From an optimization exercise on the open Yosys and OpenROAD flow, aimed at small area, a short achievable clock period and few clock cycles; shortcuts taken in it are not production practice.
At most, simulation tests tie the RTL to the original design; equivalence was not proved.
Power and IR drop assume default switching activity.

== job 5768 ==
Design gld, start of the top module:
module gld (
  input  wire        clk,
  input  wire        rst,
  input  wire        cmd_valid,
  output wire        cmd_ready,
  input  wire [39:0] cmd_word,
  output wire        ch_we,
  output wire [1:0]  ch_idx,
  output reg  [15:0] ch_val,
  output wire        tx_query,
  output wire        rx_release,
  output wire        hs_done,
  output wire        hs_ok,
  output wire        rsp_valid,
  output reg  [31:0] rsp_data,
  output wire        dbg_byte_valid,
  output wire [7:0]  dbg_byte
);
Size: about 260 flip-flops, about 110 I/O pins, about 0.019 mm2 of cells after synthesis.
clock: 8.0 ns
lec_check: 0
cap_margin: 20
core_margin: 2
core_utilization: 40
setup_slack_margin: 2.5
slew_margin: 20
run.sh (not shown) runs the stock make flow with config.mk's settings and CLKGATE_MAP_FILE= SYNTH_SCRIPT=/design/flow/synth_recipe.tcl, a recipe that flattens the netlist after the stock synthesis.
Job 5768 was carried through to the last stage, and its layout satisfied the timing, DRC and antenna checks.
Changes in job 3880 relative to job 5768:
Settings: a change of SETUP_SLACK_MARGIN from 2.5 to 4.0.
### Flow results
Compared with job 5768, job 3880 shows a higher non-clock buffer count. Job 3880: done, clean on timing, DRC and antenna. In the tables for job 3880 and job 5768, first-pass GRT wire length reads lower with job 5768. sky130_fd_sc_hd__dlygate4sd2_1 as the critical-path cell with the highest stage delay was reported by job 3880, and sky130_fd_sc_hd__clkdlybuf4s50_1 by job 5768. Summary of job 3880 over job 5768: fmax climbed 31%, critical path depth dropped 1, share of power burned in registers barely changed, arrival time at the worst endpoint dropped 1.29 ns, fraction of the cycle the final worst path needs dropped 16 points. On job 3880: clock-buffer cell count is 7 lower than what job 5768 gave. Of the two values seen for biggest power consumer among the groups, clock was produced by job 5768 and sequential cells by job 3880. Maximum fanout along the worst path was lower in job 5768 than in job 3880. Job 3880 packs its core more tightly than job 5768.
diff inputs: job 3880 => job 6019
Settings: SETUP_SLACK_MARGIN: 4.0 -> unset.
==> results.txt <==
Run comparison: job 3880 kind of critical path in2reg; job 6019 kind of critical path reg2out
Looking at maximum frequency from static timing analysis, job 6019 sits below job 3880.
Job 6019: worst path required time is 2.10 ns lower than what job 3880 reported.
Taking job 3880 as the reference, in job 6019 detailed-route via count lower; switching portion of total power lower; cell area after synthesis roughly the same.
Job 6019 reports a lower routed metal-1 wirelength than job 3880 does.
As of job 6019, final cell count had fallen by a few percent compared to job 3880.
[job 6019] global-route usage fell 1.1 points relative to job 3880
Inputs modified between job 6019 and job 1481:
Settings: SETUP_SLACK_MARGIN newly set to 4.0.
==> flow/flow/run.sh (new file) <==
#!/bin/bash
# Standard layout (the standard.sh: standard synthesis, floorplan, place, CTS, route),
# with two changes to how the layout is made:
#  - sizing may swap a cell for one of another footprint (MATCH_CELL_FOOTPRINT=0), so the
#    resizer can upsize weak drivers instead of only adding buffers;
#  - ports are buffered with sky130_fd_sc_hd__buf_2 rather than the default delay-type buffer.
# All output of make (and of the tools it runs) goes to flow_make.log here; ORFS's own per-step
# logs are under orfs/logs/.
set -euo pipefail
bash standard.sh MATCH_CELL_FOOTPRINT=0 "BUFFER_PORTS_ARGS=-buffer_cell sky130_fd_sc_hd__buf_2" finish > flow_make.log 2>&1
==> flow/standard.sh (new file) <==
#!/bin/bash
# synth_recipe.tcl (not shown) runs the flow's synth.tcl, then flattens the netlist and writes it again
# the make line also repeats each setting of config.mk as NAME=value (left out here)
make -C /OpenROAD-flow-scripts/flow DESIGN_CONFIG=/design/flow/config.mk WORK_HOME=/design/flow/orfs CLKGATE_MAP_FILE= SYNTH_SCRIPT=/design/flow/synth_recipe.tcl "${@:-finish}"
removed: flow/run.sh
[summary]
Compared with job 6019, in job 1481 final instance area saw an increase, maximum frequency saw an increase, area fraction of clock buffers and clock inverters saw a decrease. Against job 6019, job 1481 reports a relative contribution of the clock network to total power that is lower. Routed wire length: lower on job 6019. Between job 1481 and job 6019, it is job 1481 whose number of clock buffer instances in the layout is higher, by 1.
No run of this note included a check of the RTL's function; only the layout flow was run.

========
gld, a different RTL version from the one above (not shown whole).
Size: ~2,200 cells after synthesis, roughly 260 flip-flops, roughly 110 I/O pins.
Settings: LEC_CHECK=0, CAP_MARGIN=20, CORE_MARGIN=2, CORE_UTILIZATION=65, CTS_CLUSTER_DIAMETER=150, CTS_CLUSTER_SIZE=30, SETUP_SLACK_MARGIN=4.0, SLEW_MARGIN=20; clock period 8.0 ns.
standard.sh (not shown) runs the stock make flow with config.mk's settings and CLKGATE_MAP_FILE= SYNTH_SCRIPT=/design/flow/synth_recipe.tcl, a recipe that flattens the netlist after the stock synthesis.
==> flow/flow/run.sh <==
#!/bin/bash
# Standard layout (the standard.sh: standard synthesis, floorplan, place, CTS, route),
# with two changes to how the layout is made:
#  - sizing may swap a cell for one of another footprint (MATCH_CELL_FOOTPRINT=0), so the
#    resizer can upsize weak drivers instead of only adding buffers;
#  - ports are buffered with sky130_fd_sc_hd__buf_2 rather than the default delay-type buffer.
# All output of make (and of the tools it runs) goes to flow_make.log here; ORFS's own per-step
# logs are under orfs/logs/.
set -euo pipefail
bash standard.sh MATCH_CELL_FOOTPRINT=0 "BUFFER_PORTS_ARGS=-buffer_cell sky130_fd_sc_hd__buf_2" finish > flow_make.log 2>&1
The first run passed the timing, DRC and antenna checks.
Testbench counts at the start, summed over its fixed seeds: cycles 7,334.
Edit:
- CORE_UTILIZATION: 65 -> 40
- CTS_CLUSTER_DIAMETER: 150 -> not set
- CTS_CLUSTER_SIZE: 30 -> not set
Outcome: The new run completed without violations. Final area rises by 5.6%. Synthesized cell count is unchanged. Clock skew falls by 0.011 ns. Utilization falls by 27 points. Total power rises by 26%. Clock-buffer cell count rises by 22. Synthesized area is unchanged. Worst setup slack loses 0.060 ns. Combinational power barely changes. Fmax falls by 1.5%.
Edit:
- CORE_UTILIZATION: 40 -> 65
After rerunning:
- routed wire length is lower by 6.7%
- combinational power is about the same
- first-iteration DRC count rose by 44%
- total power fell by 3.7%
- count of clock-buffer cells in the layout came out lower by 6
- maximum frequency goes down by 0.58%
- core utilization went up by 28 points
- flip-flop and latch count is unchanged
- hold slack is better by 0.0052 ns
Edit:
- CORE_UTILIZATION: 65 -> 40
- SETUP_SLACK_MARGIN: 4.0 -> 5.0
Sequential power barely changes.
Via count grows by about 4%.
Register-to-register slack improved by 0.08 ns.
Power grows by about 7%.
Non-clock buffer count went up by 148.
Combinational power went up by about 26%.

========
Setup of run 1:
Another version of the RTL of gld (not shown whole).
For scale: about 2400 cells after synthesis, ~330 flip-flops, ~110 I/O pins.
export LEC_CHECK = 0
export CAP_MARGIN = 20
export CORE_MARGIN = 2
export CORE_UTILIZATION = 65
export CTS_CLUSTER_DIAMETER = 120
export CTS_CLUSTER_SIZE = 25
export SETUP_SLACK_MARGIN = 4.0
export SLEW_MARGIN = 20
create_clock -name core_clock -period 8.0 [get_ports {clk}]
==> flow/flow/run.sh <==
#!/bin/bash
# Standard layout (the standard.sh: standard synthesis, floorplan, place, CTS, route),
# with three changes to how the layout is made:
#  - ABC maps the logic for area (flow/abc_map.script) instead of for speed; registers are
#    mapped before ABC runs, exactly as in the standard synthesis; the resizer then repairs
#    the timing after placement;
#  - sizing may swap a cell for one of another footprint (MATCH_CELL_FOOTPRINT=0), so the
#    resizer can upsize weak drivers instead of only adding buffers;
#  - ports are buffered with sky130_fd_sc_hd__buf_2 rather than the default delay-type buffer.
# ORFS's scripts are copied to ./scripts with only abc_speed.script replaced.
# All output of make (and of the tools it runs) goes to flow_make.log here; ORFS's own per-step
# logs are under orfs/logs/.
set -euo pipefail
rm -rf scripts
cp -r "$FLOW_HOME/scripts" scripts
cp flow/abc_map.script scripts/abc_speed.script
bash standard.sh SCRIPTS_DIR="$PWD/scripts" MATCH_CELL_FOOTPRINT=0 "BUFFER_PORTS_ARGS=-buffer_cell sky130_fd_sc_hd__buf_2" finish > flow_make.log 2>&1
==> flow/flow/abc_map.script <==
strash
dch
map -a
topo
stime -c
The flow did not stop early for run 1: all stages ran, and the layout cleared the timing, DRC and antenna checks.
Testbench counts of run 1, summed over its fixed seeds: cycles 7,334.
--- input diff run 1..run 2 ---
Settings: SETUP_SLACK_MARGIN now 4.4, was 4.0.
==> flow/flow/run.sh <==
#!/bin/bash
# Standard layout (the standard.sh: standard synthesis, floorplan, place, CTS, route),
# with two changes to how the layout is made:
#  - sizing may swap a cell for one of another footprint (MATCH_CELL_FOOTPRINT=0), so the
#    resizer can upsize weak drivers instead of only adding buffers;
#  - ports are buffered with sky130_fd_sc_hd__buf_2 rather than the default delay-type buffer.
# All output of make (and of the tools it runs) goes to flow_make.log here; ORFS's own per-step
# logs are under orfs/logs/.
set -euo pipefail
bash standard.sh MATCH_CELL_FOOTPRINT=0 "BUFFER_PORTS_ARGS=-buffer_cell sky130_fd_sc_hd__buf_2" finish > flow_make.log 2>&1
removed: flow/flow/abc_map.script
[summary]
- Diff run 1 -> run 2: maximum frequency from static timing analysis shows an increase of 9.9%; worst hold slack shows an increase of 0.043 ns; multi-input gate share of total cell area shows an increase of 5.4 points; average wire length per cell after detail routing shows an increase of 12%; share of the yosys chip area belonging to registers shows a reduction of 3.5 points.
- Post-layout minimum cycle time in run 2 is 0.38 ns lower than in run 1
- The final layouts of run 1 and run 2 pass the timing, DRC and antenna checks.
- [compare] base=run 1 new=run 2: maximum number of pins on one net before global-route repair went up by 26%; aggregate global-route resource usage decreased by 1.0 points relative to the old numbers.
Input-level comparison between run 3 and run 2:
Settings: SETUP_SLACK_MARGIN now 4.0, was 4.4; ABC_AREA now 1, previously not set.
[summary]
Number of combinational gates with multiple inputs grows by more than a quarter when moving from run 2 to run 3. Taking run 2 over run 3, the synthesized cell count ratio works out to 0.71. Run 3 — power 11% higher, run 2 as reference. Run 3 vs run 2, combinational share of power went up by 5.3 points. Against run 2, run 3 comes in 3.6 points higher on met1 track utilization from global routing. Measured against run 2, the via count of run 3 comes out at 1.2 times the reference value. Area of the placeable core grows by a little under 10% when moving from run 2 to run 3. Against run 2, run 3 comes in 0.031 ns lower on worst hold margin. Compared with run 2, in run 3 global-route met3 utilization climbed 1.3 points; worst setup slack went down.

========
== onyx ==
Starting RTL as in the previous note.
clock: 8.0 ns
lec_check: 0
cap_margin: 20
core_margin: 2
core_utilization: 65
cts_cluster_diameter: 120
cts_cluster_size: 25
setup_slack_margin: 4.0
slew_margin: 20
==> flow/flow/run.sh <==
#!/bin/bash
# Standard layout (the standard.sh: standard synthesis, floorplan, place, CTS, route),
# with two changes to how the layout is made:
#  - sizing may swap a cell for one of another footprint (MATCH_CELL_FOOTPRINT=0), so the
#    resizer can upsize weak drivers instead of only adding buffers;
#  - ports are buffered with sky130_fd_sc_hd__buf_2 rather than the default delay-type buffer.
# All output of make (and of the tools it runs) goes to flow_make.log here; ORFS's own per-step
# logs are under orfs/logs/.
set -euo pipefail
bash standard.sh MATCH_CELL_FOOTPRINT=0 "BUFFER_PORTS_ARGS=-buffer_cell sky130_fd_sc_hd__buf_2" finish > flow_make.log 2>&1
Testbench counts of onyx, summed over its fixed seeds: cycles 7,334.
Here is what was changed in the inputs of harbor compared with onyx.
- PLACE_DENSITY newly set to 0.75
- SETUP_SLACK_MARGIN changed from 4.0 to 4.2
### Flow results
onyx → harbor: first-iteration DRC count higher, combinational share of power up 0.9 points, area occupied by registers held. harbor: sequential share of layout area 0.73 points below onyx. Compared with onyx, in harbor layout overhead on the synthesized area saw an increase; share of cell area taken by multi-input logic gates saw little to no change; final cell utilization of the core saw an increase; total power saw an increase; count of placed standard cells in the final layout, fillers left out saw an increase. Diff onyx -> harbor | met1 global-route usage | increase of 0.51 points.
What maple does differently from harbor at the input level:
- CTS_CLUSTER_DIAMETER: 120 -> 80
- CTS_CLUSTER_SIZE: 25 -> 14
- CTS_BUF_LIST: unset -> sky130_fd_sc_hd__clkbuf_8
- PLACE_DENSITY: 0.75 -> unset
Notes after the runs:
- Relative to harbor, critical path depth has increased by 8 in maple.
- The higher maximum clock rate of harbor and maple is in maple.
- Where global-route wire length before repair is concerned, harbor is better than maple.
- As far as number of nets produced by synthesis goes, harbor and maple are indistinguishable; the numbers are identical.
- harbor -> maple: count of pins on the block boundary delta 0, exact match
- Relative to harbor, number of nets in the final layout has increased by 11 in maple.
Input changes introduced in umber (baseline for comparison: maple):
- CTS_CLUSTER_DIAMETER: 80 -> 120
- CTS_BUF_LIST: sky130_fd_sc_hd__clkbuf_8 -> unset
- CTS_CLUSTER_SIZE: 14 -> 25
Findings:
Compared umber against maple; power within noise. The standard cells in umber occupy less silicon area than those in maple do. Fraction of the core area covered by cells at the end of the flow was lower in umber than in maple. On clock power share, maple and umber are neck and neck. a2111oi_0 as the slowest cell on the critical path was reported by maple, and or3_4 by umber. Cmp maple and umber / first-iteration DRC count / higher: maple. NOTE combinational power maple->umber increased slightly. ~same wire length per cell after detailed routing in maple and umber.

[afterwards: timing with drivers on the ports]
The flow's constraints put no driver on any port. The routed layouts listed below were extracted and timed again, unchanged, in two steps.
Step 1: set_driving_cell puts a clkbuf_16 on clk and a buf_2 on each other input, an assumption about the parent block.
Step 2 also shifts input and output timing later by t, the mid clock arrival at the registers, as if the neighbouring blocks saw the same clock.
a / b / c = ideal / step 1 / step 2; a / b = the first two.
| run | t (ns) | setup slack, ns | worst register clock-pin slew, ns | cell pins on the clock port's net |
|---|---|---|---|---|
| job 5768 | 0.613 | 2.537 / 2.567 / 1.954 | 0.07 / 0.07 | 1 |
| job 3880 | 0.613 | 3.837 / 3.808 / 3.251 | 0.07 / 0.07 | 1 |
| job 6019 | 0.615 | 2.475 / 2.418 / 1.976 | 0.07 / 0.07 | 1 |
| job 1481 | 0.612 | 3.719 / 3.664 / 3.268 | 0.07 / 0.07 | 1 |
| the first run of note 2 | 0.538 | 3.925 / 3.925 / 3.462 | 0.12 / 0.12 | 1 |
| the second run of note 2 | 0.605 | 3.865 / 3.812 / 3.400 | 0.06 / 0.06 | 1 |
| the third run of note 2 | 0.584 | 3.841 / 3.871 / 3.287 | 0.07 / 0.07 | 1 |
| the fourth run of note 2 | 0.622 | 3.862 / 3.801 / 3.389 | 0.07 / 0.07 | 1 |
| run 1 | 0.572 | 3.825 / 3.773 / 3.447 | 0.10 / 0.10 | 1 |
| run 2 | 0.582 | 4.202 / 4.145 / 3.693 | 0.11 / 0.11 | 1 |
| run 3 | 0.575 | 3.981 / 3.926 / 3.713 | 0.11 / 0.11 | 1 |
| onyx | 0.585 | 3.975 / 3.917 / 3.428 | 0.11 / 0.11 | 1 |
| harbor | 0.565 | 4.052 / 3.997 / 3.646 | 0.11 / 0.11 | 1 |
| maple | 0.680 | 4.172 / 4.130 / 3.501 | 0.10 / 0.10 | 1 |
| umber | 0.572 | 4.124 / 4.124 / 3.552 | 0.11 / 0.11 | 1 |
After both steps setup and hold are still met in every run listed. The setup slack of maple, which loses most, moves by -0.042 ns with the drivers and by -0.671 ns with both steps.
